What follows belongs to an exercise in optimizing a design on an open flow for small area and a short achievable clock period; a production flow would make more cautious choices. Function was checked by simulation only, so behaviour that the tests miss may differ from the original. Power is estimated from default activity; no workload was simulated.

**design/flow/design.v**
```verilog
module frame_link_responder (
    input  wire        clk,
    input  wire        rst,           
    input  wire        byte_valid,
    input  wire [7:0]  rx_byte,
    output wire [7:0]  tx_byte,
    output wire        s_sync,
    input  wire        tbl_we,
    input  wire [3:0]  tbl_idx,
    input  wire        tbl_en,
    input  wire [15:0] tbl_id,
    input  wire [31:0] tbl_val,
    output reg         pull_query,
    output reg  [3:0]  pull_idx,
    output reg         frame_valid,
    output wire        frame_pull,
    output wire [15:0] frame_id,
    output wire [31:0] frame_value,
    input  wire        wd_inc,
    input  wire        wd_expire,
    input  wire [15:0] wd_threshold,
    output reg         wd_safety,
    output reg         wd_tripped
);
    reg        sync_r;
    reg [8:0]  ph;            
    reg [7:0]  id0, id1;
    reg [31:0] vb;            
    reg        is_pull;
    reg [7:0]  tx_reg;
    assign tx_byte     = tx_reg;
    assign s_sync      = sync_r;
    assign frame_pull  = is_pull;
    assign frame_id    = {id1, id0};
    assign frame_value = vb;
    wire [7:0]  qn_lo = ph[0] ? rx_byte : id0;
    wire [7:0]  qn_hi = ph[1] ? rx_byte : id1;
    wire        in_eq = (tbl_id == {qn_hi, id0});
    wire        in_lo = (tbl_id[7:0] == qn_lo);
    wire [15:0] mn;               
    wire [31:0] val [0:15];
    wire [15:0] s;
    genvar g;
    generate
        for (g = 0; g < 16; g = g + 1) begin : ent
            reg [15:0] t_id;
            reg [31:0] t_val;
            reg        t_en;
            reg        t_lo;
            reg        t_s;
            wire we = tbl_we && (tbl_idx == g);
            always @(posedge clk)
                if (we) begin
                    t_id  <= tbl_id;
                    t_val <= tbl_val;
                end
            always @(posedge clk)
                if (rst)     t_en <= 1'b0;
                else if (we) t_en <= tbl_en;
            always @(posedge clk)
                t_lo <= we ? in_lo : (t_id[7:0] == qn_lo);
            assign mn[g] = we ? (tbl_en && in_eq)
                              : (t_en && t_lo && (t_id[15:8] == qn_hi));
            if (g == 0) begin : p0
                always @(posedge clk) t_s <= mn[0];
            end else begin : pn
                always @(posedge clk) t_s <= mn[g] && !(|mn[g-1:0]);
            end
            assign s[g]   = t_s;
            assign val[g] = t_val;
        end
    endgenerate
    reg hit;
    always @(posedge clk) hit <= |mn;
    reg [31:0] hv;
    reg [3:0]  hidx;
    integer i;
    always @(*) begin
        hv   = 32'd0;
        hidx = 4'd0;
        for (i = 0; i < 16; i = i + 1) begin
            hv   = hv | (val[i] & {32{s[i]}});
            hidx = hidx | (i[3:0] & {4{s[i]}});
        end
    end
    wire [7:0] seq_byte = {{4{ph[8]}}, ph[8] | ph[0], ph[8] | ph[1] | ph[2] | ph[3] | ph[4],
                           ph[8] | ph[1] | ph[2] | ph[5] | ph[6],
                           ph[8] | ph[1] | ph[3] | ph[5] | ph[7]};
    wire [7:0] vtop = is_pull ? vb[7:0] : rx_byte;
    always @(posedge clk) begin
        if (rst) begin
            sync_r      <= 1'b0;
            ph          <= 9'd1;
            tx_reg      <= 8'd0;
            pull_query  <= 1'b0;
            frame_valid <= 1'b0;
        end else begin
            pull_query  <= 1'b0;
            frame_valid <= 1'b0;
            if (byte_valid) begin
                if (!sync_r) begin
                    if (rx_byte == seq_byte) begin
                        if (ph[8]) begin                     
                            sync_r <= 1'b1;
                            ph     <= 9'd1;
                            tx_reg <= 8'h00;
                        end else begin                       
                            ph     <= {ph[7:0], 1'b0};
                            tx_reg <= seq_byte;
                        end
                    end else begin                           
                        ph     <= 9'd1;
                        tx_reg <= 8'h00;
                    end
                end else begin
                    ph <= {ph[7:0], 1'b0};
                    if (ph[0]) begin
                        id0    <= rx_byte;
                        tx_reg <= rx_byte;
                    end
                    if (ph[1]) begin
                        id1    <= rx_byte;
                        tx_reg <= rx_byte;
                    end
                    if (ph[2]) begin                          
                        is_pull <= hit;
                        if (hit) begin
                            vb         <= {hv[7:0], hv[31:8]};
                            tx_reg     <= hv[7:0];
                            pull_query <= 1'b1;
                            pull_idx   <= hidx;
                        end else begin
                            vb     <= {rx_byte, vb[31:8]};
                            tx_reg <= rx_byte;
                        end
                    end
                    if (ph[3] | ph[4] | ph[5]) begin          
                        vb     <= {vtop, vb[31:8]};
                        tx_reg <= vtop;
                    end
                    if (ph[6] | ph[7]) begin
                        if (rx_byte == 8'hFF) begin           
                            tx_reg <= ph[7] ? id1 : id0;
                        end else begin                        
                            tx_reg <= 8'h00;
                            ph     <= 9'd1;
                            sync_r <= 1'b0;
                        end
                    end
                    if (ph[8]) begin                          
                        tx_reg      <= 8'h00;
                        ph          <= 9'd1;
                        frame_valid <= 1'b1;
                    end
                end
            end
        end
    end
    reg [15:0] wd_counter;
    always @(posedge clk) begin
        if (rst) begin
            wd_counter <= 16'd0;
            wd_safety  <= 1'b0;
            wd_tripped <= 1'b0;
        end else begin
            wd_safety <= 1'b0;
            if (wd_expire) begin                              
                if (wd_counter < wd_threshold) begin
                    wd_tripped <= 1'b1;
                    wd_safety  <= 1'b1;
                end else begin
                    wd_tripped <= 1'b0;
                end
                wd_counter <= {15'd0, wd_inc};
            end else if (wd_inc && wd_counter != 16'hFFFF) begin  
                wd_counter <= wd_counter + 16'd1;
            end
        end
    end
endmodule
```
**design/flow/flow/run.sh**
```bash
#!/bin/bash
set -euo pipefail
bash standard.sh finish \
  BUFFER_PORTS_ARGS="-buffer_cell sky130_fd_sc_hd__buf_2" \
  CTS_ARGS="-sink_clustering_enable -repair_clock_nets -dont_use_dummy_load -buf_list sky130_fd_sc_hd__clkbuf_8" \
  > standard_flow.log 2>&1
```
**design/flow/standard.sh**
```bash
#!/bin/bash
# synth_recipe.tcl (not shown) runs the flow's synth.tcl, then flattens the netlist and writes it again
# the make line also repeats each setting of config.mk as NAME=value (left out here)
make -C /OpenROAD-flow-scripts/flow DESIGN_CONFIG=/design/flow/config.mk WORK_HOME=/design/flow/orfs CLKGATE_MAP_FILE= SYNTH_SCRIPT=/design/flow/synth_recipe.tcl "${@:-finish}"
```
**design/flow/config.mk**
```make
export PLATFORM = sky130hd
export DESIGN_NAME = frame_link_responder
export DESIGN_NICKNAME = frame_link_responder
export VERILOG_FILES = /design/flow/design.v
export SDC_FILE = /design/flow/constraint.sdc
export NUM_CORES = 4
export LEC_CHECK = 0
export CAP_MARGIN = 20
export CORE_MARGIN = 2
export CORE_UTILIZATION = 40
export SETUP_SLACK_MARGIN = 3.0
export SLEW_MARGIN = 20
export TNS_END_PERCENT = 10
```
**design/flow/constraint.sdc**
```tcl
create_clock -name core_clock -period 5.5 [get_ports {clk}]
set_input_delay 1.1000 -clock core_clock [delete_from_list [all_inputs] [get_ports {clk}]]
set_output_delay 1.1000 -clock core_clock [all_outputs]
set_load 0.01 [all_outputs]
```
==> summary.txt, run 1 <==
Most flops, register = ent.t_val
post-synthesis register bit count = 908
mux share of post-synthesis cell area = 1.03%
Synth Area in Compound Gates = 8.63%
total grt overflow = 0
WP buf/inv = 1
clock latency (worst-skew pair) = 0.84 ns
Starting Density = 40.5%
CP Class = register to output port
Fin. Hold Viols = 0
clk buf depth = 3
shortest period the worst path allows = 2.72 ns
CP delay by family, top = flip-flops
skew final = 0.0690 ns
Sink Count = 908
fin crit share = 49.5%
number of cells on the critical path = 1
Worst Reg-to-Reg Cells = 11
max incr delay on CP = 0.62 ns
initial antenna violation count = 16
setup TNS = 0 ns
WP data arrival = 1.62 ns
crit path cell chain = buf_2
die area = 0.0920 mm^2
Post-synth EDFFs = 821
MaxCap Viol Count = 0
Largest register FFs = 512
post-synthesis adder-cell area fraction = 0.559%
RSZ-0062 raised after global routing = yes
FF-to-FF Start = id1[6]
WL/cell = 29.0 um
CTS tree = yes
synthesized cell area = 0.0358 mm^2
Worst path slowest cell = edfxtp_1
via count = 22400
Cell Area, Placed = 0.0381 mm^2
CP max FO = 3
Slew headroom = 22.5%
Mean Syn Cell Area = 15.4 um^2
status = timing/DRC/antenna clean
DR vias/cell = 5.91
hold path start = ent[6].t_en
Finish-stage setup viols = 0
Synth-to-Final Area Change = 14.7%
nets = 2716
htree depth = 4
Root Driver = clkbuf_8
first-pass GRT wire length = 156000 um
detailed-route DRC error count = 0
Routed Antenna Nets = 0
Worst Hold Path EP = ent[6].t_en
largest net degree at the start of global routing = 52
Core ar. = 0.0885 mm^2
CP startpoint kind = register
PortBufs = 148
DPL Wire Length = 64000 um
hold_buf cts = 0
Top FF cell, synth = edfxtp_1
worst hold path class = register to register
vias in the first global route = 22500
PD cells = 312 mW/mm^2
iteration count of the initial detailed-routing pass = 6
largest family of logic cells by synthesized area = compound AO/OA/AOI/OAI gates
fraction of registers with async set/reset = 0%
Iter 0 DRT Violations = 2704
r2r endpoint = ent[10].t_s
Post-Synth Simple-Gate Area = 6.80%
biggest regs = ent.t_val x512, ent.t_id x256, vb x32
Leak = 13.4 nW
Syn Nets = 2421
worst slew pin tran = 1.16 ns
share of cells above drive strength 1 = 20.2%
hold depth = 2
Final Slew Violations = 0
XOR/XNOR Fraction of Synth Area = 7.26%
row count = 109
VDD IR-drop max = 232 uV
io pins = 149
library cells used by synthesis = 65
Crit. End Element = output port
Ys Warns = 1
post-synthesis sequential area ratio = 73.7%
CP required = 4.40 ns
CTS Buf Count = 148
die width = 303 um
Post-Layout Inst Area = 0.0411 mm^2
RePlAce Congestion = 0.886
CP Launch Point = id1[2]
drt total wl = 110000 um
total track usage = 23.9%
Die H = 303 um
Fmax = 0.367 GHz
Clock Pin Slew Worst Setup and Hold Paths = 0.06 ns
r2r setup slk = 2.83 ns
Post-Syn Instances = 2322
metrics by stage:
step | hold WS (ns) | setup slack [ns] | utilization, % | total power, W | instances
after global routing | 0.477 | 2.77 | 46.4 | 0.0132 | 3783
after detailed placement | 0.446 | 1.55 | 43.1 | 0.00824 | 3571
after floorplan | 0.406 | 2.39 | - | 0.00802 | 2322
after global placement | 0.433 | 1.59 | 43.1 | 0.00822 | 3571
after CTS | 0.453 | 2.75 | 46.2 | 0.0129 | 3773
final | 0.452 | 2.78 | 46.4 | 0.0128 | 3789
cells in the mapped netlist (4+ instances only):
| cell type | count | area share (%) |
|---|---|---|
| edfxtp_1 | 821 | 69 |
| xnor2_1 | 226 | 5.5 |
| a22oi_1 | 157 | 3.3 |
| nor2_1 | 126 | 1.3 |
| dfxtp_1 | 87 | 4.9 |
| nand2_1 | 76 | 0.80 |
| nand3_1 | 74 | 1.0 |
| clkbuf_1 | 72 | 0.75 |
| xor2_1 | 69 | 1.7 |
| a21oi_1 | 59 | 0.82 |
| inv_1 | 57 | 0.60 |
| a221oi_1 | 55 | 1.3 |
| a22o_1 | 55 | 1.3 |
| nor4_1 | 54 | 0.94 |
| nand4_1 | 39 | 0.68 |
| buf_1 | 32 | 0.34 |
| o21ai_0 | 30 | 0.42 |
| nor3_1 | 27 | 0.38 |
| and3_1 | 20 | 0.35 |
| mux2i_1 | 19 | 0.53 |
| ha_1 | 16 | 0.56 |
| buf_2 | 10 | 0.14 |
| a211oi_1 | 9 | 0.19 |
| a31oi_1 | 9 | 0.16 |
| nor2b_1 | 9 | 0.16 |
| mux2i_4 | 8 | 0.50 |
| a41oi_1 | 7 | 0.17 |
| o21ai_1 | 7 | 0.098 |
| a21o_1 | 6 | 0.13 |
| buf_4 | 6 | 0.13 |
| nand2b_1 | 6 | 0.10 |
| or4_1 | 6 | 0.13 |
| nor3b_1 | 5 | 0.10 |
| nand4b_1 | 4 | 0.098 |
| nor4b_1 | 4 | 0.098 |
| o21a_1 | 4 | 0.084 |
| o22ai_1 | 4 | 0.070 |
| or3_1 | 4 | 0.070 |
per-layer routing:
layer / vias up / GRT usage [%] / wire, um / share of wire (%)
met4: 16 / 8.86 / 3730 / 3.4
met5: - / 0 / 102 / 0.093
met3: 252 / 5.91 / 11500 / 11
met1: 11400 / 33.2 / 45600 / 42
li1: 9472 / - / - / -
met2: 1261 / 36.5 / 48800 / 44
timing repair:
action                                  4_1_cts  5_1_grt
gates cloned                                  3        0
endpoints found under the setup margin      367      331
gates resized for setup                      67       29
pin swaps                                    12        5
hold endpoints to repair                      0        0
buffers inserted                             51        7
layout by cell type (no fill, tap or decap), types with 6 or more instances in the layout:
master	instances
diode_2	9
mux2i_1	11
dfxtp_4	6
mux2i_4	9
inv_4	6
and3_1	19
inv_1	42
a31oi_1	8
xnor2_2	6
ha_1	16
buf_6	23
nand2_1	69
clkbuf_8	148
a221oi_1	55
buf_4	91
buf_2	142
clkinvlp_4	6
o21ai_0	29
nand3_1	72
dfxtp_2	13
dfxtp_1	68
mux2i_2	7
nor4_1	52
nor2_1	120
a41oi_1	7
edfxtp_1	821
xnor2_1	220
nor2b_1	7
a22o_1	55
xor2_1	69
a21o_1	6
buf_12	8
a21oi_1	58
nor3_1	23
nand4_1	39
a22oi_1	156
power breakdown:
group | switching [W] | internal, W | total (W)
combinational | 0.000304 | 0.000126 | 0.000429
sequential | 0.0000408 | 0.00764 | 0.00768
clock | 0.00236 | 0.00236 | 0.00472
cells by family after synthesis:
logic type      count (synthesis)
compound gates                421
xor+xnor                      296
fa+ha+maj                      16
buf+inv                       180
flops                         908
mux                            27
simple gates                  474
worst max path at each step:
stage / endpoint / slack, ns
final: frame_id[10] / 2.78
after floorplan: ent[14].t_s / 2.39
after CTS: frame_id[4] / 2.75
after global placement: ent[15].t_s / 1.59
after detailed placement: ent[15].t_s / 1.55
after global routing: frame_id[9] / 2.77
cell type report:
class / count / area [um^2]
Antenna cell: 9 / 22.5
Sequential cell: 908 / 26400
Timing Repair Buffer: 264 / 1810
Multi-Input combinational cell: 1234 / 9050
Tap cell: 1165 / 1460
Inverter: 58 / 251
Timing Repair inverter: 3 / 17.5
Fill cell: 7636 / 47400
Clock buffer: 148 / 2040
==> run 2, diff against run 1 <==
==> design/flow/flow/run.sh (replaced) <==
#!/bin/bash
set -euo pipefail
bash standard.sh finish \
  BUFFER_PORTS_ARGS="-buffer_cell sky130_fd_sc_hd__buf_2" \
  PRE_RESIZE_TCL="$PWD/flow/pre_resize.tcl" \
  > standard_flow.log 2>&1
==> design/flow/flow/pre_resize.tcl (new file) <==
# Have repair_design build buffer trees for high-fanout nets (the table
# write enables and the shared lookup nets) before timing repair.
set_max_fanout 12 [current_design]
==> run 2 against run 1 <==
Against the previous run: clock skew shrank 0.044 ns; register-to-register slack about the same; design area is 8.1% higher; largest cell class unchanged; sequential cell count did not move; highest routed layer unchanged; largest power group unchanged; still clean on timing, DRC and antenna; cell count is 6.8% higher; clock-buffer cell count decreased by 33.
==> summary.txt, run 2 <==
CP max FO = 12
vias in the first global route = 23100
fin util = 50.2%
Clk pwr share = 41.9%
detailed-route DRC error count = 0
Multi-input gate area = 0.00935 mm^2
Post-Syn Instances = 2322
largest net degree at the start of global routing = 15
Syn Nets = 2421
worst hold path class = register to register
Commonest cells post-synth = 821 x edfxtp_1, 226 x xnor2_1, 157 x a22oi_1
commonest non-fill, non-tap cell in the layout = edfxtp_1
Largest register FFs = 512
NetSw = 0.00301 W
Gate power share = 3.8%
Synth-to-Final Area Change = 24.0%
Seq. cell area = 0.0264 mm^2
setup TNS = 0 ns
Clock Pin Slew Worst Setup and Hold Paths = 0.06 ns
PortBufs = 148
io pins = 149
Synth top area share = 68.8%
shortest period the worst path allows = 2.70 ns
commonest cells after routing, fill and taps aside = 821 x edfxtp_1, 211 x xnor2_1, 155 x buf_2
Mean Syn Cell Area = 15.4 um^2
fillcell total = 7324
skew final = 0.0252 ns
Leak = 15.2 nW
FF-to-FF Start = id1[0]
Worst Hold Path EP = ent[6].t_en
htree depth = 3
clock latency (worst-skew pair) = 0.66 ns
clk buf depth = 3
CTS Buf Count = 93
CP required = 5.78 ns
first-pass GRT wire length = 171000 um
hold path start = ent[6].t_en
cell taking the most area after synthesis = edfxtp_1
hold depth = 2
WL/cell = 30.6 um
crit path cell chain = buf_4, nor3b_4, nand2_2, inv_4, buf_8, clkdlybuf4s15_1
biggest regs = ent.t_val x512, ent.t_id x256, vb x32
register share of total power = 54.3%
share of cells above drive strength 1 = 24.3%
CTS tree = yes
fraction of registers with async set/reset = 0%
CP delay by family, top = buffers and inverters
RSZ-0062 raised after global routing = yes
DPL Wire Length = 85100 um
post-synthesis register bit count = 908
synthesized cell area = 0.0358 mm^2
RePlAce Congestion = 0.886
row count = 109
Ys Warns = 1
WP buf/inv = 4
Worst Reg-to-Reg Cells = 10
initial antenna violation count = 15
count leader, synth = edfxtp_1
post-synthesis sequential area ratio = 73.7%
Core ar. = 0.0885 mm^2
die width = 303 um
status = timing/DRC/antenna clean
Sink Count = 908
WP data arrival = 2.98 ns
VDD IR-drop max = 245 uV
nets = 2893
Synth area leaders = edfxtp_1 69%, xnor2_1 5.5%, dfxtp_1 4.9%, a22oi_1 3.3%, xor2_1 1.7%
Finish-stage setup viols = 0
MaxCap Viol Count = 0
Root Driver = clkbuf_16
worst slew pin tran = 0.905 ns
Internal = 0.0111 W
Top FF cell, synth = edfxtp_1
Routed Antenna Nets = 0
CP startpoint kind = input port
total track usage = 26.5%
Post-synth EDFFs = 821
max incr delay on CP = 0.71 ns
Most flops, register = ent.t_val
Final Slew Violations = 0
total grt overflow = 0
fin crit share = 49.2%
Fin. Hold Viols = 0
Iter 0 DRT Violations = 3345
DR vias/cell = 5.93
Sw Share = 21.3%
library cells used by synthesis = 65
drt total wl = 124000 um
Die H = 303 um
die area = 0.0920 mm^2
CP Class = input port to register
via count = 24000
PD cells = 319 mW/mm^2
iteration count of the initial detailed-routing pass = 6
Worst path slowest cell = clkdlybuf4s15_1
Crit. End Element = register
total power = 0.0141 W
Starting Density = 40.5%
r2r setup slk = 2.84 ns
r2r endpoint = ent[14].t_s
Fmax = 0.370 GHz
Slew headroom = 39.5%
-- run 2: changes by cell type in the layout (fill, tap and decap cells not counted), sizes merged --
cell / before / now
clkdlybuf4s15: 0 / 24
inv: 53 / 56
clkinv: 0 / 48
dlymetal6s2s: 0 / 10
clkbuf: 148 / 140
diode: 9 / 11
clkdlybuf4s50: 0 / 52
dlygate4sd2: 0 / 6
buf: 264 / 382
bufinv: 0 / 3
-- run 2: how the worst max path moves through the flow --
stage / startpoint / endpoint / slack (ns) / depth (start not counted)
finish: tbl_idx[2] / ent[2].t_val[2] / 2.80 / 6
global route: tbl_idx[2] / ent[14].t_s / 2.78 / 9
CTS: tbl_id[0] / ent[14].t_s / 2.77 / 11
detailed placement: rst / vb[1] / -2.11 / 10
global placement: rx_byte[3] / ent[15].t_s / 1.59 / 10
floorplan: tbl_idx[3] / ent[14].t_s / 2.39 / 6
-- run 2: cell type report --
| cell class | count | share of cell area (%) |
|---|---|---|
| Antenna cell | 11 | 0.0620 |
| Clock inverter | 57 | 0.820 |
| Inverter | 58 | 0.538 |
| Sequential cell | 908 | 59.5 |
| Timing Repair Buffer | 499 | 9.20 |
| Clock buffer | 115 | 5.54 |
| Tap cell | 1165 | 3.28 |
| Multi-Input combinational cell | 1234 | 21.0 |
-- run 2: kinds of logic (layout without fill, tap and decap cells) --
logic type | count (synthesis) | count (layout) | share of synthesized area [%]
AOI/OAI and AO/OA | 421 | 421 | 8.63
xor gates and xnor gates | 296 | 296 | 7.26
other | 0 | 11 | 0
and+or+nand+nor | 474 | 474 | 6.80
DFF | 908 | 908 | 73.7
muxes | 27 | 27 | 1.03
adders and majority gates | 16 | 16 | 0.559
buffers and inverters | 180 | 729 | 2.04
-- run 2: stage by stage --
step	std cells	area, um^2	hold slack, ns	setup WS [ns]
after detailed placement	3795	40400	0.445	-2.11
after floorplan	2322	36000	0.406	2.39
final	4047	44400	0.451	2.80
after global routing	4038	44400	0.476	2.78
after CTS	3998	43400	0.452	2.77
after global placement	3571	38100	0.433	1.59
-- run 2: what timing repair did --
action / 4_1_cts / 5_1_grt
resized for setup: 826 / 225
cloned: 0 / 1
pin swaps: 5 / 33
endpoints found under the setup margin: 906 / 527
hold buffers: 0 / 0
buffers inserted: 31 / 37
-- run 2: layer usage --
metal / up-vias / routed length [um] / GRT usage, %
li1: 9965 / - / -
met1: 12200 / 48700 / 36.5
met2: 1567 / 55500 / 40.7
met3: 275 / 15000 / 6.82
met4: 8 / 4650 / 9.28
met5: - / 57 / 0
-- run 2: worst reg2reg max path, stage by stage, from the launching register on --
cell      delay, ns
edfxtp_1       0.56
mux2i_4        0.37
buf_12         0.18
buf_4          0.18
xnor2_1        0.17
nor4b_1        0.11
nand4b_1       0.15
o311ai_1       0.16
nor2_1         0.22
nand4_4        0.17
nor4bb_2       0.30
-- run 2: power by group through the flow --
stage               registers, W  logic [W]  clock network, W
floorplan                0.00782   0.000201                 0
global placement         0.00782   0.000402                 0
detailed placement       0.00783   0.000508                 0
CTS                      0.00768   0.000512           0.00599
global route             0.00768   0.000567           0.00624
finish                   0.00768   0.000539           0.00593
==> run 3, diff against run 2 <==
==> design/flow/flow/run.sh (replaced) <==
#!/bin/bash
set -euo pipefail
bash standard.sh finish \
  BUFFER_PORTS_ARGS="-buffer_cell sky130_fd_sc_hd__buf_2" \
  CTS_ARGS="-sink_clustering_enable -repair_clock_nets -dont_use_dummy_load -sink_clustering_size 25 -sink_clustering_max_diameter 80" \
  > standard_flow.log 2>&1
removed: design/flow/flow/pre_resize.tcl
==> run 3 against run 2 <==
Against the previous run: wire length down 13%; combinational power down 18%; still clean on timing, DRC and antenna; sequential cell count stayed put; largest cell class unchanged; utilization shrank 4.4 points.
==> summary.txt, run 3 <==
clk buf depth = 3
htree depth = 2
CTS Buf Count = 44
Routed Antenna Nets = 0
Starting Density = 40.5%
io pins = 149
worst hold path class = register to register
Largest register FFs = 512
MaxCap Viol Count = 0
Synth-to-Final Area Change = 13.0%
Slew headroom = 24.0%
CP startpoint kind = input port
post-synthesis sequential area ratio = 73.7%
Core ar. = 0.0885 mm^2
detailed-route DRC error count = 0
Post-Syn Instances = 2322
vias in the first global route = 21800
share of cells above drive strength 1 = 17.6%
biggest regs = ent.t_val x512, ent.t_id x256, vb x32
RePlAce Congestion = 0.886
Internal = 0.00919 W
CP Class = input port to register
commonest cells after routing, fill and taps aside = 821 x edfxtp_1, 221 x xnor2_1, 156 x a22oi_1
post-synthesis register bit count = 908
clock latency (worst-skew pair) = 0.63 ns
Top FF cell, synth = edfxtp_1
hold_buf cts = 0
DPL Wire Length = 64000 um
cell taking the most area after synthesis = edfxtp_1
Worst path slowest cell = inv_2
RSZ-0062 raised after global routing = yes
Most flops, register = ent.t_val
Ys Warns = 1
total grt overflow = 0
nets = 2628
CP required = 5.74 ns
drt total wl = 108000 um
Clk pwr share = 30.0%
WL/cell = 29.2 um
DR vias/cell = 5.93
crit path cell chain = buf_2, and3b_1, nand3_2, inv_2, buf_4
shortest period the worst path allows = 2.72 ns
initial antenna violation count = 14
register share of total power = 66.2%
worst slew pin tran = 1.14 ns
Post-synth EDFFs = 821
PD cells = 286 mW/mm^2
total track usage = 23.3%
Commonest cells post-synth = 821 x edfxtp_1, 226 x xnor2_1, 157 x a22oi_1
Leak = 13.0 nW
Mean Syn Cell Area = 15.4 um^2
Synth top area share = 68.8%
first-pass GRT wire length = 154000 um
Worst Hold Slack = 0.458 ns
row count = 109
library cells used by synthesis = 65
WP data arrival = 2.96 ns
status = timing/DRC/antenna clean
commonest non-fill, non-tap cell in the layout = edfxtp_1
Fin. Hold Viols = 0
Gate power share = 3.8%
Sw Share = 20.5%
Syn Nets = 2421
Die H = 303 um
Crit. End Element = register
VDD IR-drop max = 280 uV
PortBufs = 148
setup TNS = 0 ns
Fmax = 0.367 GHz
NetSw = 0.00238 W
Finish-stage setup viols = 0
Root Driver = clkbuf_16
largest net degree at the start of global routing = 52
Synth area leaders = edfxtp_1 69%, xnor2_1 5.5%, dfxtp_1 4.9%, a22oi_1 3.3%, xor2_1 1.7%
Iter 0 DRT Violations = 2820
synthesized cell area = 0.0358 mm^2
via count = 21900
die width = 303 um
CP max FO = 20
fin crit share = 49.5%
max incr delay on CP = 0.63 ns
Clock Pin Slew Worst Setup and Hold Paths = 0.06 ns
Sink Count = 908
die area = 0.0920 mm^2
CTS tree = yes
skew final = 0.0632 ns
Final Slew Violations = 0
fraction of registers with async set/reset = 0%
iteration count of the initial detailed-routing pass = 6
count leader, synth = edfxtp_1
## run 3: layout make-up
class / count / area [um^2]
Antenna cell: 8 / 20.0
Timing Repair Buffer: 280 / 2080
Fill cell: 7649 / 48000
Clock buffer: 44 / 1100
Multi-Input combinational cell: 1234 / 9110
Tap cell: 1165 / 1460
Sequential cell: 908 / 26400
Timing Repair inverter: 3 / 17.5
Inverter: 58 / 260
## run 3: path summary, 6_finish.rpt
check,from,endpoint,slack [ns],depth (start not counted)
max,tbl_idx[2],ent[11].t_id[10],2.78,5
min,wd_tripped,wd_tripped,0.46,1
max reg2reg,id1[2],ent[13].t_s,2.79,10
min reg2reg,wd_tripped,wd_tripped,0.46,1
## run 3: per-stage QoR
step / instances / worst slack [ns] / cell area (um^2) / power, W / util (%)
global route: 3693 / 2.68 / 40500 / 0.0119 / 45.7
CTS: 3682 / 2.52 / 40300 / 0.0116 / 45.5
floorplan: 2322 / 2.39 / 36000 / 0.00802 / -
finish: 3700 / 2.78 / 40500 / 0.0116 / 45.7
detailed placement: 3571 / 1.55 / 38100 / 0.00824 / 43.1
global placement: 3571 / 1.59 / 38100 / 0.00822 / 43.1
## run 3: metal layers
layer  vias up  track usage [%]  share of wire, %
met5         -                0             0.076
met2      1181             36.5                45
met1     11300             33.6                42
met4        12             6.39               2.7
met3       168             4.03                10
li1       9306                -                 -
## run 3: power by group through the flow
stage	logic (W)	clock network (W)	registers, W
CTS	0.000437	0.00352	0.00767
floorplan	0.000201	0	0.00782
global route	0.000472	0.00373	0.00767
global placement	0.000402	0	0.00782
finish	0.000440	0.00346	0.00766
detailed placement	0.000414	0	0.00783
## run 3: critical path: cells and delay by family
family	cells	cell delay, ns
and+or+nand+nor	2	0.62
buffers and inverters	3	1.23
## run 3: what timing repair did
item	4_1_cts	5_1_grt
setup endpoints to repair	512	252
gates resized for setup	106	34
pin swaps	19	1
buffers inserted	64	9
cloned	3	0
## run 3: kinds of logic (layout without fill, tap and decap cells)
logic type / Yosys count / after routing / share of synthesized area, %
flip-flops: 908 / 908 / 73.7
AND/OR/NAND/NOR: 474 / 474 / 6.80
AO/OA/AOI/OAI: 421 / 421 / 8.63
XOR/XNOR: 296 / 296 / 7.26
buffers and inverters: 180 / 385 / 2.04
multiplexers: 27 / 27 / 1.03
adder cells (fa/ha/maj): 16 / 16 / 0.559
other: 0 / 8 / 0
==> run 4, diff against run 3 <==
--- a/design/flow/config.mk
+++ b/design/flow/config.mk
@@ -9,4 +9,5 @@
 export CORE_MARGIN = 2
 export CORE_UTILIZATION = 40
+export PLACE_DENSITY = 0.7
 export SETUP_SLACK_MARGIN = 3.0
 export SLEW_MARGIN = 20
==> run 4 against run 3 <==
Against the previous run: critical endpoint is now ent[11].t_val[3]; non-clock buffer count grew 11; clock-buffer cell count shrank 1; die area is the same; still clean on timing, DRC and antenna; wire length shrank 2.2%.
==> summary.txt, run 4 <==
Multi-input gate area = 0.00912 mm^2
Starting Density = 40.5%
DR vias/cell = 6.00
CTS tree = yes
VDD IR-drop max = 375 uV
Slew headroom = 37.7%
Post-Syn Instances = 2322
FF-to-FF Start = id1[4]
vias in the first global route = 21500
Syn Nets = 2421
max incr delay on CP = 0.61 ns
MaxCap Viol Count = 0
Finish-stage setup viols = 0
Core ar. = 0.0885 mm^2
Root Driver = clkbuf_16
WL/cell = 28.5 um
crit path capture = ent[11].t_val[3]
CP delay by family, top = buffers and inverters
drt total wl = 106000 um
CP Launch Point = tbl_idx[2]
Top FF cell, synth = edfxtp_1
Leak = 13.1 nW
die width = 303 um
RSZ-0062 raised after global routing = yes
share of cells above drive strength 1 = 17.9%
iteration count of the initial detailed-routing pass = 5
hold path start = ent[8].t_en
htree depth = 2
biggest regs = ent.t_val x512, ent.t_id x256, vb x32
Largest register FFs = 512
io pins = 149
largest net degree at the start of global routing = 52
Synth-to-Final Area Change = 13.3%
synthesized cell area = 0.0358 mm^2
Synth top area share = 68.8%
WP buf/inv = 3
Die H = 303 um
Crit. End Element = register
Post-synth EDFFs = 821
fraction of registers with async set/reset = 0%
Sink Count = 908
Iter 0 DRT Violations = 2925
cell taking the most area after synthesis = edfxtp_1
fin crit share = 50.3%
Final Slew Violations = 0
worst hold path class = register to register
Worst Reg-to-Reg Cells = 11
commonest cells after routing, fill and taps aside = 821 x edfxtp_1, 221 x xnor2_1, 156 x a22oi_1
library cells used by synthesis = 65
r2r endpoint = ent[12].t_s
commonest non-fill, non-tap cell in the layout = edfxtp_1
Synth area leaders = edfxtp_1 69%, xnor2_1 5.5%, dfxtp_1 4.9%, a22oi_1 3.3%, xor2_1 1.7%
CTS Buf Count = 43
post-synthesis register bit count = 908
RePlAce Congestion = 0.930
initial antenna violation count = 12
first-pass GRT wire length = 150000 um
shortest period the worst path allows = 2.76 ns
worst slew pin tran = 0.929 ns
setup TNS = 0 ns
Worst path slowest cell = inv_2
Fin. Hold Viols = 0
clock latency (worst-skew pair) = 0.61 ns
CP max FO = 18
DPL Wire Length = 61700 um
CP startpoint kind = input port
nets = 2639
skew final = 0.0543 ns
Ys Warns = 1
Most Frequent Cell on Critical Path = buf_4
hold_buf cts = 0
fin util = 45.9%
clk buf depth = 3
total grt overflow = 0
PD cells = 284 mW/mm^2
Clock Pin Slew Worst Setup and Hold Paths = 0.10 ns
die area = 0.0920 mm^2
CP Class = input port to register
number of cells on the critical path = 5
PortBufs = 148
Fmax = 0.362 GHz
via count = 22300
r2r setup slk = 2.83 ns
detailed-route DRC error count = 0
count leader, synth = edfxtp_1
row count = 109
status = timing/DRC/antenna clean
Commonest cells post-synth = 821 x edfxtp_1, 226 x xnor2_1, 157 x a22oi_1
total track usage = 22.5%
Seq. cell area = 0.0264 mm^2
Most flops, register = ent.t_val
fillcell total = 7552
CP required = 5.76 ns
crit path cell chain = buf_4, and3b_2, nand3_1, inv_2, buf_4
Routed Antenna Nets = 0
post-synthesis sequential area ratio = 73.7%
Mean Syn Cell Area = 15.4 um^2
WP data arrival = 3.03 ns
==> run 4: cell types whose count changed in the layout (fill, tap and decap cells not counted), sizes merged <==
cell,change
inv,+1
clkinvlp,+1
buf,+12
bufinv,-1
clkbuf,-2
diode,-2
==> run 4: metrics by stage <==
stage | setup slack (ns) | cell area, um^2 | total power [W] | std cells | hold WS [ns]
6_report | 2.74 | 40600 | 0.0115 | 3709 | 0.459
5_1_grt | 2.69 | 40600 | 0.0118 | 3704 | 0.479
4_1_cts | 2.72 | 40400 | 0.0115 | 3700 | 0.461
3_5_place_dp | 1.50 | 38100 | 0.00824 | 3570 | 0.442
3_3_place_gp | 1.64 | 38100 | 0.00822 | 3570 | 0.432
2_1_floorplan | 2.39 | 36000 | 0.00802 | 2322 | 0.406
==> run 4: layer usage <==
metal  global-route usage [%]  vias up  part of all wire (%)
li1                         -     9321                     -
met1                     32.1    11300                    40
met2                     34.8     1427                    45
met3                     5.35      186                    13
met4                     5.76       10                   2.4
met5                        0        -                 0.061
==> run 4: worst min path at each step <==
stage	end	slack [ns]	cells past startpoint
after floorplan	is_pull	0.41	0
after global placement	wd_tripped	0.43	1
after detailed placement	ent[6].t_en	0.44	2
after CTS	ent[8].t_en	0.46	2
after global routing	ent[14].t_en	0.48	2
final	ent[8].t_en	0.46	2
==> run 4: area by class of cell <==
class	instances	area share, %
sequential	908	65.1
tap	1165	3.59
clock buffer	43	2.65
antenna	6	0.0370
timing repair inverter	4	0.0678
inverter	58	0.613
timing repair buffer	291	5.46
multi-input combinational	1234	22.5
==> run 4: cell families (layout without fill, tap and decap cells) <==
kind of cell             Yosys count  in the layout  synth area share [%]
AO/OA/AOI/OAI                    421            421                  8.63
XOR/XNOR                         296            296                  7.26
adder cells (fa/ha/maj)           16             16                 0.559
buffers and inverters            180            396                  2.04
flip-flops                       908            908                  73.7
multiplexers                      27             27                  1.03
other                              0              6                     0
AND/OR/NAND/NOR                  474            474                  6.80
==> run 4: worst reg2reg max path, cell delays in order, from the launching register on <==
cell and delay [ns]:
edfxtp_1 0.58, mux2i_4 0.27, buf_12 0.17, buf_6 0.14, xor2_1 0.20, nor4b_1 0.29, nand4b_1 0.27, o311ai_2 0.19
nor2_1 0.10, nand4_2 0.16, buf_4 0.14, nor3b_2 0.04
==> run 4: timing repair <==
action                     CTS  global route
pin swaps                   15             0
gates cloned                 4             0
setup endpoints to repair  452           316
setup buffers               83             3
gates resized for setup    125            24
==> run 4: report_power, final <==
group          switching (W)  internal, W
logic               0.000307     0.000139
clock network        0.00202      0.00140
registers          0.0000403      0.00762
total                0.00237      0.00916
==> run 5, diff against run 4 <==
--- a/design/flow/config.mk
+++ b/design/flow/config.mk
@@ -9,6 +9,5 @@
 export CORE_MARGIN = 2
 export CORE_UTILIZATION = 40
-export PLACE_DENSITY = 0.7
 export SETUP_SLACK_MARGIN = 3.0
 export SLEW_MARGIN = 20
-export TNS_END_PERCENT = 10
+export TNS_END_PERCENT = 30
==> run 5 against run 4 <==
Against the previous run: still clean; sequential share of layout area increased by 0.14 points; hold slack got worse by 0.0036 ns; global-route usage increased by 0.48 points; setup slack improved by 0.067 ns; design area decreased by 0.24%; register-to-register slack improved by 0.02 ns; first-iteration DRC count decreased by 15%; fmax increased by 2.5%; clock skew increased by 0.034 ns; critical path depth increased by 5; wire length increased by 1.2%; clock-buffer cell count increased by 2; critical path type unchanged.
==> summary.txt, run 5 <==
status = timing/DRC/antenna clean
Sink Count = 908
Largest register FFs = 512
total track usage = 23.0%
r2r setup slk = 2.85 ns
CTS tree = yes
worst setup margin = 2.80 ns
WP data arrival = 3.19 ns
biggest regs = ent.t_val x512, ent.t_id x256, vb x32
fin crit share = 49.1%
Top FF cell, synth = edfxtp_1
nets = 2615
detailed-route DRC error count = 0
Post-Layout Inst Area = 0.0405 mm^2
Syn Nets = 2421
post-synthesis sequential area ratio = 73.7%
CP Class = input port to register
Root Driver = clkbuf_16
initial antenna violation count = 12
r2r endpoint = ent[14].t_s
clk buf depth = 3
total grt overflow = 0
clock latency (worst-skew pair) = 0.64 ns
largest net degree at the start of global routing = 52
Finish-stage setup viols = 0
PortBufs = 148
cell taking the most area after synthesis = edfxtp_1
commonest non-fill, non-tap cell in the layout = edfxtp_1
CP required = 5.99 ns
worst hold path class = register to register
Fin. Hold Viols = 0
Core ar. = 0.0885 mm^2
Ys Warns = 1
VDD IR-drop max = 232 uV
CP max FO = 7
die width = 303 um
Post-synth EDFFs = 821
Mean Syn Cell Area = 15.4 um^2
shortest period the worst path allows = 2.70 ns
Synth top area share = 68.8%
Most flops, register = ent.t_val
Final Slew Violations = 0
fillcell total = 7659
setup TNS = 0 ns
die area = 0.0920 mm^2
DR vias/cell = 5.85
first-pass GRT wire length = 152000 um
Leak = 13.0 nW
CTS Buf Count = 45
PD cells = 287 mW/mm^2
htree depth = 2
CP Launch Point = rx_byte[4]
RePlAce Congestion = 0.896
Commonest cells post-synth = 821 x edfxtp_1, 226 x xnor2_1, 157 x a22oi_1
skew final = 0.0886 ns
count leader, synth = edfxtp_1
WL/cell = 29.0 um
Worst Reg-to-Reg Cells = 9
row count = 109
Iter 0 DRT Violations = 2499
Synth-to-Final Area Change = 13.0%
Die H = 303 um
Clock Pin Slew Worst Setup and Hold Paths = 0.10 ns
library cells used by synthesis = 65
Post-Syn Instances = 2322
Fmax = 0.371 GHz
share of cells above drive strength 1 = 17.7%
synthesized cell area = 0.0358 mm^2
Routed Antenna Nets = 0
iteration count of the initial detailed-routing pass = 5
crit path capture = ent[14].t_s
MaxCap Viol Count = 0
hold_buf cts = 0
Cell Area, Placed = 0.0382 mm^2
CP startpoint kind = input port
commonest cells after routing, fill and taps aside = 821 x edfxtp_1, 222 x xnor2_1, 156 x a22oi_1
Crit. End Element = register
drt total wl = 107000 um
Starting Density = 40.5%
DPL Wire Length = 63600 um
post-synthesis register bit count = 908
Synth area leaders = edfxtp_1 69%, xnor2_1 5.5%, dfxtp_1 4.9%, a22oi_1 3.3%, xor2_1 1.7%
io pins = 149
fraction of registers with async set/reset = 0%
FF-to-FF Start = id1[4]
Slew headroom = 39.4%
vias in the first global route = 21600
Place WS = 1.56 ns
fin util = 45.8%
via count = 21600
worst slew pin tran = 0.904 ns
RSZ-0062 raised after global routing = yes
## run 5: per-layer routing
layer / wire length [um] / vias up / track usage [%]
met2: 49300 / 1077 / 36.7
met3: 10600 / 153 / 4.80
met5: 71 / - / 0
met4: 2530 / 12 / 5.57
li1: - / 9280 / -
met1: 44400 / 11100 / 32.4
## run 5: where the power goes
part	switching [W]	internal [W]	total, W
clock network	0.00205	0.00146	0.00351
registers	0.0000396	0.00762	0.00766
logic	0.000306	0.000134	0.000441
total	0.00239	0.00922	0.0116
## run 5: kinds of logic (layout without fill, tap and decap cells)
family          count (synthesis)  in the layout  synth area share [%]
xor+xnor                      296            296                  7.26
buf+inv                       180            372                  2.04
other cells                     0              7                     0
compound gates                421            421                  8.63
fa+ha+maj                      16             16                 0.559
flops                         908            908                  73.7
simple gates                  474            474                  6.80
mux                            27             27                  1.03
## run 5: worst max-delay path, cell delays in order
cell,delay (ns)
buf_4,0.18
mux2i_4,0.24
buf_4,0.19
xnor2_1,0.16
nor3_2,0.10
nand3_4,0.18
o21ai_4,0.08
nor4_4,0.43
nand4_4,0.21
nor4bb_2,0.28
## run 5: through the flow
stage | cells | power [W] | hold slack [ns]
detailed placement | 3573 | 0.00824 | 0.442
floorplan | 2322 | 0.00802 | 0.406
finish | 3686 | 0.0116 | 0.456
global placement | 3573 | 0.00822 | 0.433
global route | 3680 | 0.0119 | 0.477
CTS | 3676 | 0.0117 | 0.455
## run 5: final cells by class
type	count	area, um^2	share of cell area [%]
multi-input combinational	1234	9190	22.7
inverter	58	269	0.664
clock buffer	45	1130	2.78
timing repair buffer	267	1990	4.92
timing repair inverter	2	10.0	0.0247
sequential	908	26400	65.3
antenna	7	17.5	0.0433
tap	1165	1460	3.60
## run 5: worst min-delay path by stage
stage	slack (ns)	startpoint	depth (start not counted)	to
after detailed placement	0.44	ent[11].t_en	2	ent[11].t_en
after CTS	0.46	ent[11].t_en	2	ent[11].t_en
after floorplan	0.41	hit	0	is_pull
final	0.46	wd_tripped	1	wd_tripped
after global routing	0.48	ent[5].t_en	2	ent[5].t_en
after global placement	0.43	wd_tripped	1	wd_tripped
## run 5: what timing repair did
item / in CTS / in global routing
gates cloned: 2 / 0
setup buffers: 56 / 3
pin swaps: 13 / 5
setup endpoints to repair: 445 / 177
resized for setup: 125 / 24
==> run 6, diff against run 5 <==
--- a/design/flow/config.mk
+++ b/design/flow/config.mk
@@ -11,3 +11,3 @@
 export SETUP_SLACK_MARGIN = 3.0
 export SLEW_MARGIN = 20
-export TNS_END_PERCENT = 30
+export TNS_END_PERCENT = 50
==> run 6 against run 5 <==
Against the previous run: still clean on timing, DRC and antenna; clock power barely moved; utilization is 0.86 points higher; combinational power rose by 3%; register-to-register slack worse by 0.16 ns; largest power group unchanged; highest routed layer unchanged.
==> summary.txt, run 6 <==
CTS Buf Count = 45
Ys Warns = 1
nets = 2682
hold depth = 2
VDD IR-drop max = 222 uV
status = timing/DRC/antenna clean
hold_buf cts = 0
total grt overflow = 0
Sink Count = 908
CP max FO = 7
initial antenna violation count = 12
clock latency (worst-skew pair) = 0.65 ns
RePlAce Congestion = 0.911
post-synthesis register bit count = 908
Iter 0 DRT Violations = 2710
synthesized cell area = 0.0358 mm^2
Post-synth EDFFs = 821
DR vias/cell = 5.95
Fin. Hold Viols = 0
Most flops, register = ent.t_val
die area = 0.0920 mm^2
CTS tree = yes
Commonest cells post-synth = 821 x edfxtp_1, 226 x xnor2_1, 157 x a22oi_1
setup TNS = 0 ns
Finish-stage setup viols = 0
shortest period the worst path allows = 2.85 ns
Synth area leaders = edfxtp_1 69%, xnor2_1 5.5%, dfxtp_1 4.9%, a22oi_1 3.3%, xor2_1 1.7%
MaxCap Viol Count = 0
detailed-route DRC error count = 0
FF-to-FF Start = id1[5]
CP startpoint kind = input port
Post-Syn Instances = 2322
fin crit share = 51.8%
commonest cells after routing, fill and taps aside = 821 x edfxtp_1, 217 x xnor2_1, 156 x a22oi_1
Die H = 303 um
Clock Pin Slew Worst Setup and Hold Paths = 0.10 ns
htree depth = 2
worst slew pin tran = 1.10 ns
Leak = 13.4 nW
Mean Syn Cell Area = 15.4 um^2
commonest non-fill, non-tap cell in the layout = edfxtp_1
Starting Density = 40.5%
DPL Wire Length = 64400 um
skew final = 0.102 ns
post-synthesis sequential area ratio = 73.7%
Worst Reg-to-Reg Cells = 12
io pins = 149
Synth top area share = 68.8%
CP Class = input port to register
Syn Nets = 2421
clk buf depth = 3
PD cells = 282 mW/mm^2
Core ar. = 0.0885 mm^2
Routed Antenna Nets = 0
Fmax = 0.351 GHz
total track usage = 23.5%
Final Slew Violations = 0
Top FF cell, synth = edfxtp_1
Largest register FFs = 512
largest net degree at the start of global routing = 52
PortBufs = 148
via count = 22300
RSZ-0062 raised after global routing = yes
Synth-to-Final Area Change = 15.2%
fraction of registers with async set/reset = 0%
biggest regs = ent.t_val x512, ent.t_id x256, vb x32
total power = 0.0116 W
Crit. End Element = register
iteration count of the initial detailed-routing pass = 6
vias in the first global route = 21700
die width = 303 um
cell taking the most area after synthesis = edfxtp_1
WL/cell = 29.3 um
share of cells above drive strength 1 = 20.3%
CP required = 6.00 ns
Root Driver = clkbuf_16
WP data arrival = 3.35 ns
CP Launch Point = rx_byte[5]
Slew headroom = 27.0%
drt total wl = 110000 um
first-pass GRT wire length = 155000 um
library cells used by synthesis = 65
hold path start = ent[8].t_en
count leader, synth = edfxtp_1
worst hold path class = register to register
row count = 109
run 6: cell types whose count changed in the layout (fill, tap and decap cells not counted), moves of 4 or more:
cell        before  now
buf_4           89  131
buf_6           26   45
dfxtp_2         16    9
dfxtp_4          4   11
clkinvlp_4       6   12
xnor2_1        222  217
xnor2_2          5    9
run 6: per-stage QoR:
stage	cells	area [um^2]	utilization (%)	hold slack (ns)	setup slack, ns
5_1_grt	3747	41300	46.6	0.478	2.64
3_5_place_dp	3578	38200	43.2	0.444	1.55
2_1_floorplan	2322	36000	-	0.406	2.39
3_3_place_gp	3577	38200	43.2	0.434	1.66
6_report	3750	41300	46.6	0.458	2.65
4_1_cts	3707	40600	45.9	0.458	2.64
run 6: final cells by class:
cell class / count / area, um^2
fillers: 7598 / 47300
flip-flops and latches: 908 / 26400
multi-input cells: 1235 / 9330
repair buffers: 331 / 2580
well taps: 1165 / 1460
clock buffers: 45 / 1130
inverters: 58 / 279
repair inverters: 4 / 25.0
diodes: 4 / 10.0
run 6: logic make-up (layout without fill, tap and decap cells):
family	after synthesis	after routing	synth area share, %
adder cells (fa/ha/maj)	16	16	0.559
XOR/XNOR	296	296	7.26
multiplexers	27	27	1.03
buffers and inverters	180	438	2.04
flip-flops	908	908	73.7
other	0	4	0
AO/OA/AOI/OAI	421	421	8.63
AND/OR/NAND/NOR	474	475	6.80
run 6: final timing paths:
path / to / slack (ns)
max: ent[12].t_s / 2.65
min: ent[8].t_en / 0.46
max reg2reg: ent[12].t_s / 2.69
min reg2reg: ent[8].t_en / 0.46
run 6: per-layer routing:
layer	track usage, %	vias to the layer above	routed length (um)
li1	-	9420	-
met1	33.4	11600	45500
met2	36.8	1153	50300
met3	5.13	172	11400
met4	5.83	14	2750
met5	0	-	87
run 6: worst max-delay path, cell delays in order:
cell and delay, ns:
buf_4 0.16, mux2i_4 0.26, buf_6 0.17, xnor2_4 0.14, nor4_4 0.07, buf_4 0.16, nand3_4 0.15, buf_6 0.15
inv_2 0.06, a22oi_2 0.37, nand4_4 0.21, buf_6 0.17, nor3b_2 0.17
run 6: what timing repair did:
action                                  in CTS  in global routing
gates cloned                                 4                  1
endpoints found under the setup margin     556                222
setup buffers                               80                 38
gates resized for setup                    127                 59
pin swaps                                    9                 23
run 6: report_power, final:
part,leakage (nW),internal (W),switching (W)
Sequential,8.10,0.00762,0.0000407
Combinational,4.77,0.000141,0.000313
Clock,0.555,0.00146,0.00206
Total,13.4,0.00923,0.00241
==> run 7, diff against run 6 <==
--- a/design/flow/config.mk
+++ b/design/flow/config.mk
@@ -9,5 +9,5 @@
 export CORE_MARGIN = 2
 export CORE_UTILIZATION = 40
-export SETUP_SLACK_MARGIN = 3.0
+export SETUP_SLACK_MARGIN = 3.2
 export SLEW_MARGIN = 20
-export TNS_END_PERCENT = 50
+export TNS_END_PERCENT = 10
==> run 7 against run 6 <==
Against the previous run: still clean; via count is 2.3% lower; hold slack better by 0.0023 ns; wire length is 2.0% lower; critical path depth is 1 lower; global-route usage is 0.34 points lower; highest routed layer unchanged.
==> summary.txt, run 7 <==
Routed Antenna Nets = 0
nets = 2626
post-synthesis register bit count = 908
Place WS = 1.53 ns
Synth Area in Compound Gates = 8.63%
Sink Count = 908
worst slew pin tran = 0.939 ns
RePlAce Congestion = 0.899
DPL Wire Length = 63800 um
detailed-route DRC error count = 0
via count = 21800
Final Slew Violations = 0
Fmax = 0.354 GHz
Cell Area, Placed = 0.0381 mm^2
fin crit share = 51.4%
worst setup margin = 2.67 ns
Leak = 13.1 nW
MaxCap Viol Count = 0
library cells used by synthesis = 65
die area = 0.0920 mm^2
Finish-stage setup viols = 0
fillcell total = 7669
shortest period the worst path allows = 2.83 ns
fraction of registers with async set/reset = 0%
hold path start = ent[8].t_en
Ys Warns = 1
WP buf/inv = 4
clk buf depth = 3
status = timing/DRC/antenna clean
Post-Synth Simple-Gate Area = 6.80%
Gate power share = 3.9%
Internal = 0.00919 W
biggest regs = ent.t_val x512, ent.t_id x256, vb x32
CTS tree = yes
Die H = 303 um
synthesized cell area = 0.0358 mm^2
crit path cell chain = buf_4, mux2i_4, buf_12, buf_4, xnor2_2, nor4_4, nand3_4, buf_6, o311ai_4, nor4_4, nand4_4, nor4b_2
Core ar. = 0.0885 mm^2
fin util = 45.8%
Root Driver = clkbuf_16
htree depth = 2
mux share of post-synthesis cell area = 1.03%
Crit. End Element = register
Slew headroom = 37.1%
skew final = 0.0471 ns
Fin. Hold Viols = 0
vias in the first global route = 21500
largest net degree at the start of global routing = 51
largest family of logic cells by synthesized area = compound AO/OA/AOI/OAI gates
register share of total power = 66.3%
Synth top area share = 68.8%
CP startpoint kind = input port
CTS Buf Count = 44
Sw Share = 20.5%
RSZ-0062 raised after global routing = yes
Top FF cell, synth = edfxtp_1
Synth-to-Final Area Change = 13.2%
hold_buf cts = 0
Syn Nets = 2421
XOR/XNOR Fraction of Synth Area = 7.26%
cell taking the most area after synthesis = edfxtp_1
PD cells = 285 mW/mm^2
commonest cells after routing, fill and taps aside = 821 x edfxtp_1, 222 x xnor2_1, 156 x a22oi_1
Starting Density = 40.5%
Multi-input gate area = 0.00919 mm^2
initial antenna violation count = 15
Most flops, register = ent.t_val
PortBufs = 148
Seq. cell area = 0.0264 mm^2
die width = 303 um
post-synthesis sequential area ratio = 73.7%
Post-Layout Inst Area = 0.0406 mm^2
clock latency (worst-skew pair) = 0.61 ns
Commonest cells post-synth = 821 x edfxtp_1, 226 x xnor2_1, 157 x a22oi_1
total track usage = 23.1%
Worst path slowest cell = nor4_4
drt total wl = 108000 um
CP Class = input port to register
CP delay by family, top = simple AND/OR/NAND/NOR gates
most used routing layer = met2
met2 usage = 35.9%
share of cells above drive strength 1 = 18.1%
Mean Syn Cell Area = 15.4 um^2
Worst Hold Path EP = ent[8].t_en
Largest register FFs = 512
Worst Reg-to-Reg Cells = 12
CP max FO = 7
VDD IR-drop max = 241 uV
WL/cell = 29.2 um
r2r endpoint = ent[13].t_s
CP required = 5.98 ns
Post-Syn Instances = 2322
iteration count of the initial detailed-routing pass = 6
Iter 0 DRT Violations = 2720
Final Non-Filler Cells = 3695
first-pass GRT wire length = 152000 um
WP data arrival = 3.31 ns
Clk pwr share = 29.9%
NetSw = 0.00237 W
r2r setup slk = 2.67 ns
worst hold path class = register to register
io pins = 149
M3 GR Usage = 5.43%
commonest non-fill, non-tap cell in the layout = edfxtp_1
Clock Pin Slew Worst Setup and Hold Paths = 0.10 ns
count leader, synth = edfxtp_1
Post-synth EDFFs = 821
FF-to-FF Start = ph[1]
placed cell count = 3570
total grt overflow = 0
DR vias/cell = 5.90
Synth area leaders = edfxtp_1 69%, xnor2_1 5.5%, dfxtp_1 4.9%, a22oi_1 3.3%, xor2_1 1.7%
GR met1 Demand/Resource = 32.7%
hold depth = 2
row count = 109
post-synthesis adder-cell area fraction = 0.559%
setup TNS = 0 ns
max incr delay on CP = 0.42 ns
[run 7: stage by stage]
stage               power (W)  hold WS, ns
floorplan             0.00802        0.406
global placement      0.00822        0.433
detailed placement    0.00824        0.445
CTS                    0.0116        0.461
global route           0.0119        0.479
finish                 0.0116        0.460
[run 7: area by class of cell]
type | count | share of cell area [%]
Tap cell | 1165 | 3.59
Antenna cell | 5 | 0.0308
Sequential cell | 908 | 65.2
Clock buffer | 44 | 2.71
Inverter | 58 | 0.756
Multi-Input combinational cell | 1234 | 22.7
Timing Repair inverter | 5 | 0.0771
Timing Repair Buffer | 276 | 4.99
[run 7: worst reg2reg max path, stage by stage (launching register included)]
cell and delay [ns]:
dfxtp_4 0.39, buf_12 0.18, mux2i_4 0.33, buf_6 0.15
xnor2_2 0.11, nor4_2 0.06, buf_4 0.15, nand3_4 0.12
buf_6 0.12, o311ai_4 0.12, nor4_4 0.42, nand4_4 0.22
nor4b_2 0.31
[run 7: worst max path at each step]
stage	start	to	slack, ns	depth (start not counted)
after floorplan	tbl_idx[3]	ent[14].t_s	2.39	6
after global placement	rx_byte[4]	ent[15].t_s	1.62	9
after detailed placement	rx_byte[4]	ent[14].t_s	1.53	9
after CTS	tbl_idx[2]	ent[11].t_val[26]	2.78	5
after global routing	ph[1]	ent[14].t_s	2.60	12
final	rx_byte[5]	ent[13].t_s	2.67	12
[run 7: per-layer routing]
layer  vias up  part of all wire [%]
met5         -                 0.083
met4        14                   2.8
met3       168                    11
met2      1145                    45
met1     11200                    41
li1       9297                     -
[run 7: logic make-up after synthesis]
family | Yosys count
muxes | 27
DFF | 908
adders and majority gates | 16
and+or+nand+nor | 474
buffers and inverters | 180
AOI/OAI and AO/OA | 421
xor gates and xnor gates | 296
[run 7: repair_timing]
action	4_1_cts	5_1_grt
endpoints found under the setup margin	802	522
gates cloned	4	1
buffers inserted	59	12
pin swaps	19	9
gates resized for setup	132	28
[run 7: power groups by stage]
stage	Clock (W)	Sequential, W	Combinational, W
after floorplan	0	0.00782	0.000202
after global placement	0	0.00782	0.000405
after detailed placement	0	0.00782	0.000416
after CTS	0.00352	0.00766	0.000442
after global routing	0.00373	0.00767	0.000479
final	0.00345	0.00766	0.000448
==> run 8, diff against run 7 <==
--- a/design/flow/config.mk
+++ b/design/flow/config.mk
@@ -9,5 +9,5 @@
 export CORE_MARGIN = 2
 export CORE_UTILIZATION = 40
-export SETUP_SLACK_MARGIN = 3.2
+export SETUP_SLACK_MARGIN = 2.8
 export SLEW_MARGIN = 20
 export TNS_END_PERCENT = 10
==> run 8 against run 7 <==
Against the previous run: clock power is 2% higher; first-iteration DRC count decreased by 1.0%; utilization decreased by 0.17 points; clock-buffer cell count increased by 1; sequential cell count stayed put; die area did not move; synthesized cell count stayed put; non-clock buffer count is 1 higher; critical endpoint is now ent[15].t_lo; largest cell class unchanged; largest power group unchanged.
==> summary.txt, run 8 <==
clock latency (worst-skew pair) = 0.63 ns
commonest cells after routing, fill and taps aside = 821 x edfxtp_1, 223 x xnor2_1, 156 x a22oi_1
RSZ-0062 raised after global routing = yes
total power = 0.0116 W
Slew headroom = 32.9%
CP startpoint kind = register
Core ar. = 0.0885 mm^2
hold_buf cts = 0
status = timing/DRC/antenna clean
Place WS = 1.74 ns
Iter 0 DRT Violations = 2692
Ys Warns = 1
htree depth = 2
Post-Syn Instances = 2322
setup TNS = 0 ns
die area = 0.0920 mm^2
detailed-route DRC error count = 0
Post-synth EDFFs = 821
fin util = 45.6%
worst setup margin = 2.72 ns
r2r setup slk = 2.72 ns
total track usage = 23.1%
skew final = 0.0875 ns
Worst Reg-to-Reg Cells = 7
worst hold path class = register to register
FF-to-FF Start = ph[0]
post-synthesis sequential area ratio = 73.7%
Synth top area share = 68.8%
Starting Density = 40.5%
library cells used by synthesis = 65
DR vias/cell = 5.90
fillcell total = 7709
CTS tree = yes
worst slew pin tran = 1.00 ns
r2r endpoint = ent[15].t_lo
CP Class = register to register
share of cells above drive strength 1 = 17.3%
placed cell count = 3574
hold path start = ent[11].t_en
Seq. cell area = 0.0264 mm^2
drt total wl = 108000 um
commonest non-fill, non-tap cell in the layout = edfxtp_1
CP max FO = 13
Fmax = 0.360 GHz
Routed Antenna Nets = 0
io pins = 149
fraction of registers with async set/reset = 0%
initial antenna violation count = 8
largest net degree at the start of global routing = 52
PortBufs = 148
Die H = 303 um
die width = 303 um
Top FF cell, synth = edfxtp_1
hold depth = 2
WL/cell = 29.1 um
clk buf depth = 3
Finish-stage setup viols = 0
Root Driver = clkbuf_16
Worst Hold Path EP = ent[11].t_en
Fin. Hold Viols = 0
fin crit share = 50.5%
Sink Count = 908
CTS Buf Count = 45
nets = 2627
Final Slew Violations = 0
Leak = 13.0 nW
RePlAce Congestion = 0.880
via count = 21800
Crit. End Element = register
Final Non-Filler Cells = 3698
VDD IR-drop max = 326 uV
post-synthesis register bit count = 908
DPL Wire Length = 64400 um
WP data arrival = 3.29 ns
shortest period the worst path allows = 2.78 ns
Largest register FFs = 512
synthesized cell area = 0.0358 mm^2
row count = 109
Most flops, register = ent.t_val
cell taking the most area after synthesis = edfxtp_1
Commonest cells post-synth = 821 x edfxtp_1, 226 x xnor2_1, 157 x a22oi_1
Mean Syn Cell Area = 15.4 um^2
CP required = 6.01 ns
count leader, synth = edfxtp_1
Multi-input gate area = 0.00911 mm^2
total grt overflow = 0
MaxCap Viol Count = 0
iteration count of the initial detailed-routing pass = 6
Synth area leaders = edfxtp_1 69%, xnor2_1 5.5%, dfxtp_1 4.9%, a22oi_1 3.3%, xor2_1 1.7%
biggest regs = ent.t_val x512, ent.t_id x256, vb x32
Syn Nets = 2421
vias in the first global route = 21300
Synth-to-Final Area Change = 12.8%
first-pass GRT wire length = 152000 um
Clock Pin Slew Worst Setup and Hold Paths = 0.10 ns
PD cells = 288 mW/mm^2
run 8: cell counts after synthesis:
Identical to the previous run, type by type.
run 8: power breakdown:
group          internal (W)  switching, W
registers           0.00762     0.0000403
logic              0.000130      0.000308
clock network       0.00147       0.00206
run 8: worst max-delay path by stage:
stage / start / end / slack (ns) / cells after the start
finish: ph[0] / ent[15].t_lo / 2.72 / 7
global route: ph[0] / ent[15].t_lo / 2.66 / 7
CTS: ent[8].t_s / tx_reg[6] / 2.63 / 8
detailed placement: ph[1] / ent[14].t_s / 1.74 / 9
global placement: rx_byte[5] / ent[15].t_s / 1.77 / 9
floorplan: tbl_idx[3] / ent[14].t_s / 2.39 / 6
run 8: kinds of logic after synthesis:
family	count (synthesis)	share of synthesized area [%]
fa+ha+maj	16	0.559
compound gates	421	8.63
flops	908	73.7
simple gates	474	6.80
mux	27	1.03
buf+inv	180	2.04
xor+xnor	296	7.26
run 8: metrics by stage:
| step | hold slack (ns) | cell area (um^2) |
|---|---|---|
| 3_5_place_dp | 0.445 | 38200 |
| 3_3_place_gp | 0.430 | 38200 |
| 2_1_floorplan | 0.406 | 36000 |
| 4_1_cts | 0.458 | 39800 |
| 6_report | 0.457 | 40400 |
| 5_1_grt | 0.484 | 40400 |
run 8: metal layers:
metal / GRT usage, % / share of wire (%)
met5: 0 / 0.036
met4: 4.86 / 1.9
met3: 3.68 / 9.2
met2: 36.9 / 46
met1: 33.6 / 43
run 8: cell type report:
class | count | share of cell area (%)
clock buffers | 45 | 2.79
well taps | 1165 | 3.61
flip-flops and latches | 908 | 65.4
diodes | 7 | 0.0434
multi-input cells | 1235 | 22.6
repair buffers | 277 | 4.95
inverters | 58 | 0.619
repair inverters | 3 | 0.0372
run 8: repair_timing:
item,CTS,global route
cloned,3,1
pin swaps,6,7
resized for setup,44,63
setup buffers,31,36
endpoints found under the setup margin,233,243
run 8: critical path: stages (launching register included):
cell     delay (ns)
dfxtp_1        0.31
buf_4          0.30
mux2i_4        0.63
buf_4          0.40
xnor2_1        0.11
nor4_1         0.66
nand3_1        0.17
o21ai_0        0.10
==> run 9, diff against run 8 <==
==> design/flow/flow/run.sh (replaced) <==
#!/bin/bash
set -euo pipefail
bash standard.sh finish \
  BUFFER_PORTS_ARGS="-buffer_cell sky130_fd_sc_hd__buf_2" \
  CTS_ARGS="-sink_clustering_enable -repair_clock_nets -dont_use_dummy_load -sink_clustering_size 22 -sink_clustering_max_diameter 70" \
  > standard_flow.log 2>&1
--- a/design/flow/config.mk
+++ b/design/flow/config.mk
@@ -9,5 +9,5 @@
 export CORE_MARGIN = 2
 export CORE_UTILIZATION = 40
-export SETUP_SLACK_MARGIN = 2.8
+export SETUP_SLACK_MARGIN = 3.0
 export SLEW_MARGIN = 20
 export TNS_END_PERCENT = 10
==> run 9 against run 8 <==
Against the previous run: wire length about the same; total power increased by 1.6%; clock power increased by 5%; via count increased by 0.90%; critical path type is now input port to register; area after synthesis unchanged; critical path depth decreased by 2.
==> summary.txt, run 9 <==
first-pass GRT wire length = 153000 um
Fin. Hold Viols = 0
post-synthesis sequential area ratio = 73.7%
Post-synth EDFFs = 821
clk buf depth = 3
WP data arrival = 3.11 ns
Die H = 303 um
fin crit share = 50.9%
PortBufs = 148
library cells used by synthesis = 65
die width = 303 um
hold_buf cts = 0
Clock Pin Slew Worst Setup and Hold Paths = 0.09 ns
setup TNS = 0 ns
Synth area leaders = edfxtp_1 69%, xnor2_1 5.5%, dfxtp_1 4.9%, a22oi_1 3.3%, xor2_1 1.7%
commonest cells after routing, fill and taps aside = 821 x edfxtp_1, 220 x xnor2_1, 156 x a22oi_1
total track usage = 23.3%
PD cells = 290 mW/mm^2
biggest regs = ent.t_val x512, ent.t_id x256, vb x32
htree depth = 2
Largest register FFs = 512
Iter 0 DRT Violations = 2624
detailed-route DRC error count = 0
largest net degree at the start of global routing = 52
shortest period the worst path allows = 2.80 ns
CP Class = input port to register
fraction of registers with async set/reset = 0%
worst slew pin tran = 1.19 ns
MaxCap Viol Count = 0
Mean Syn Cell Area = 15.4 um^2
CP required = 5.81 ns
Slew headroom = 20.8%
Ys Warns = 1
clock latency (worst-skew pair) = 0.64 ns
Top FF cell, synth = edfxtp_1
nets = 2644
row count = 109
skew final = 0.0490 ns
WL/cell = 29.0 um
vias in the first global route = 21800
Crit. End Element = register
DPL Wire Length = 64000 um
Synth-to-Final Area Change = 13.7%
DR vias/cell = 5.93
Sink Count = 908
VDD IR-drop max = 268 uV
Finish-stage setup viols = 0
cell taking the most area after synthesis = edfxtp_1
commonest non-fill, non-tap cell in the layout = edfxtp_1
Most flops, register = ent.t_val
via count = 22000
Post-Syn Instances = 2322
Root Driver = clkbuf_16
Routed Antenna Nets = 0
r2r setup slk = 2.76 ns
Starting Density = 40.5%
CTS tree = yes
total power = 0.0118 W
Final Slew Violations = 0
total grt overflow = 0
post-synthesis register bit count = 908
share of cells above drive strength 1 = 18.1%
count leader, synth = edfxtp_1
Commonest cells post-synth = 821 x edfxtp_1, 226 x xnor2_1, 157 x a22oi_1
die area = 0.0920 mm^2
Fmax = 0.357 GHz
iteration count of the initial detailed-routing pass = 6
Synth top area share = 68.8%
initial antenna violation count = 14
io pins = 149
Leak = 13.2 nW
CTS Buf Count = 51
status = timing/DRC/antenna clean
CP max FO = 28
Core ar. = 0.0885 mm^2
RePlAce Congestion = 0.886
drt total wl = 108000 um
CP startpoint kind = input port
synthesized cell area = 0.0358 mm^2
Syn Nets = 2421
worst hold path class = register to register
RSZ-0062 raised after global routing = yes
[run 9: repair_timing]
action,in CTS,in global routing
pin swaps,21,3
endpoints found under the setup margin,508,284
gates resized for setup,108,40
cloned,4,0
setup buffers,71,11
[run 9: kinds of logic after synthesis]
kind of cell / Yosys count / synth area share, %
flip-flops: 908 / 73.7
AND/OR/NAND/NOR: 474 / 6.80
AO/OA/AOI/OAI: 421 / 8.63
XOR/XNOR: 296 / 7.26
buffers and inverters: 180 / 2.04
multiplexers: 27 / 1.03
adder cells (fa/ha/maj): 16 / 0.559
[run 9: final cells by class]
type	count	area, um^2
inverters	58	264
repair buffers	289	2160
multi-input cells	1234	9090
well taps	1165	1460
diodes	6	15.0
flip-flops and latches	908	26400
fillers	7614	47800
repair inverters	3	17.5
clock buffers	51	1280
[run 9: metal layers]
layer,vias up,GRT usage (%),wire [um]
met1,11400,33.3,45200
li1,9341,-,-
met5,-,0,111
met3,170,4.42,10400
met4,16,6.05,2580
met2,1091,36.5,49400
[run 9: through the flow]
step,utilization (%),hold WS [ns],worst slack [ns],std cells,cell area [um^2]
finish,46.0,0.455,2.70,3714,40700
floorplan,-,0.406,2.39,2322,36000
CTS,45.7,0.457,2.59,3697,40500
global route,46.0,0.480,2.66,3709,40700
detailed placement,43.1,0.446,1.55,3571,38100
global placement,43.1,0.433,1.59,3571,38100
[run 9: worst max-delay path, stage by stage]
cell and delay, ns:
buf_2 0.14, and3b_1 0.34, nand2_1 0.23, inv_2 0.87, buf_4 0.42
[run 9: power by group]
part	switching (W)	internal (W)	leakage [nW]
Sequential	0.0000406	0.00762	8.09
Combinational	0.000305	0.000135	4.45
Clock	0.00206	0.00164	0.629
[run 9: worst paths after layout]
kind / startpoint / end / cells past startpoint
setup / recovery: tbl_idx[2] / ent[8].t_id[15] / 5
setup reg to reg: id1[0] / ent[10].t_s / 11
hold / removal: ent[6].t_en / ent[6].t_en / 2
hold reg to reg: ent[6].t_en / ent[6].t_en / 2

static timing again, ports no longer ideal:
The flow's constraints put no driver on any port. The routed layouts listed below were extracted and timed again, unchanged, in two steps. Step 1 (the two cells are an assumption about what drives the block):
set clk [get_ports {clk}]
set_driving_cell -lib_cell sky130_fd_sc_hd__clkbuf_16 $clk
set_driving_cell -lib_cell sky130_fd_sc_hd__buf_2 [delete_from_list [all_inputs] $clk]
Step 2, shift: input delay + t, output delay - t, t = (earliest + latest rising clock arrival at the registers) / 2. This alone moves slack from input paths to output paths. a / b / c = ideal / step 1 / step 2; a / b = the first two.
run | shift t [ns] | setup slack, ns | worst setup path at the end | latest minus earliest clock arrival (ns) | worst slew at a driven data input, ns
run 1 | 0.862 | 2.777 / 2.716 / 1.983 | input to register | 0.078 / 0.078 | 0.14
run 2 | 0.715 | 2.795 / 2.729 / 2.014 | input to register | 0.032 / 0.032 | 0.14
run 3 | 0.663 | 2.779 / 2.749 / 2.085 | input to register | 0.069 / 0.069 | 0.14
run 4 | 0.656 | 2.736 / 2.764 / 2.108 | input to register | 0.082 / 0.083 | 0.16
run 5 | 0.651 | 2.802 / 2.767 / 2.115 | input to register | 0.099 / 0.099 | 0.15
run 6 | 0.673 | 2.652 / 2.646 / 1.973 | input to register | 0.107 / 0.107 | 0.14
run 7 | 0.658 | 2.674 / 2.636 / 1.977 | input to register | 0.063 / 0.063 | 0.16
run 8 | 0.651 | 2.721 / 2.721 / 2.099 | input to register | 0.093 / 0.093 | 0.16
run 9 | 0.679 | 2.702 / 2.715 / 2.035 | input to register | 0.053 / 0.053 | 0.14
After both steps setup and hold are still met in every run listed. The setup slack of run 1, which loses most, moves by -0.061 ns with the drivers and by -0.794 ns with both steps.
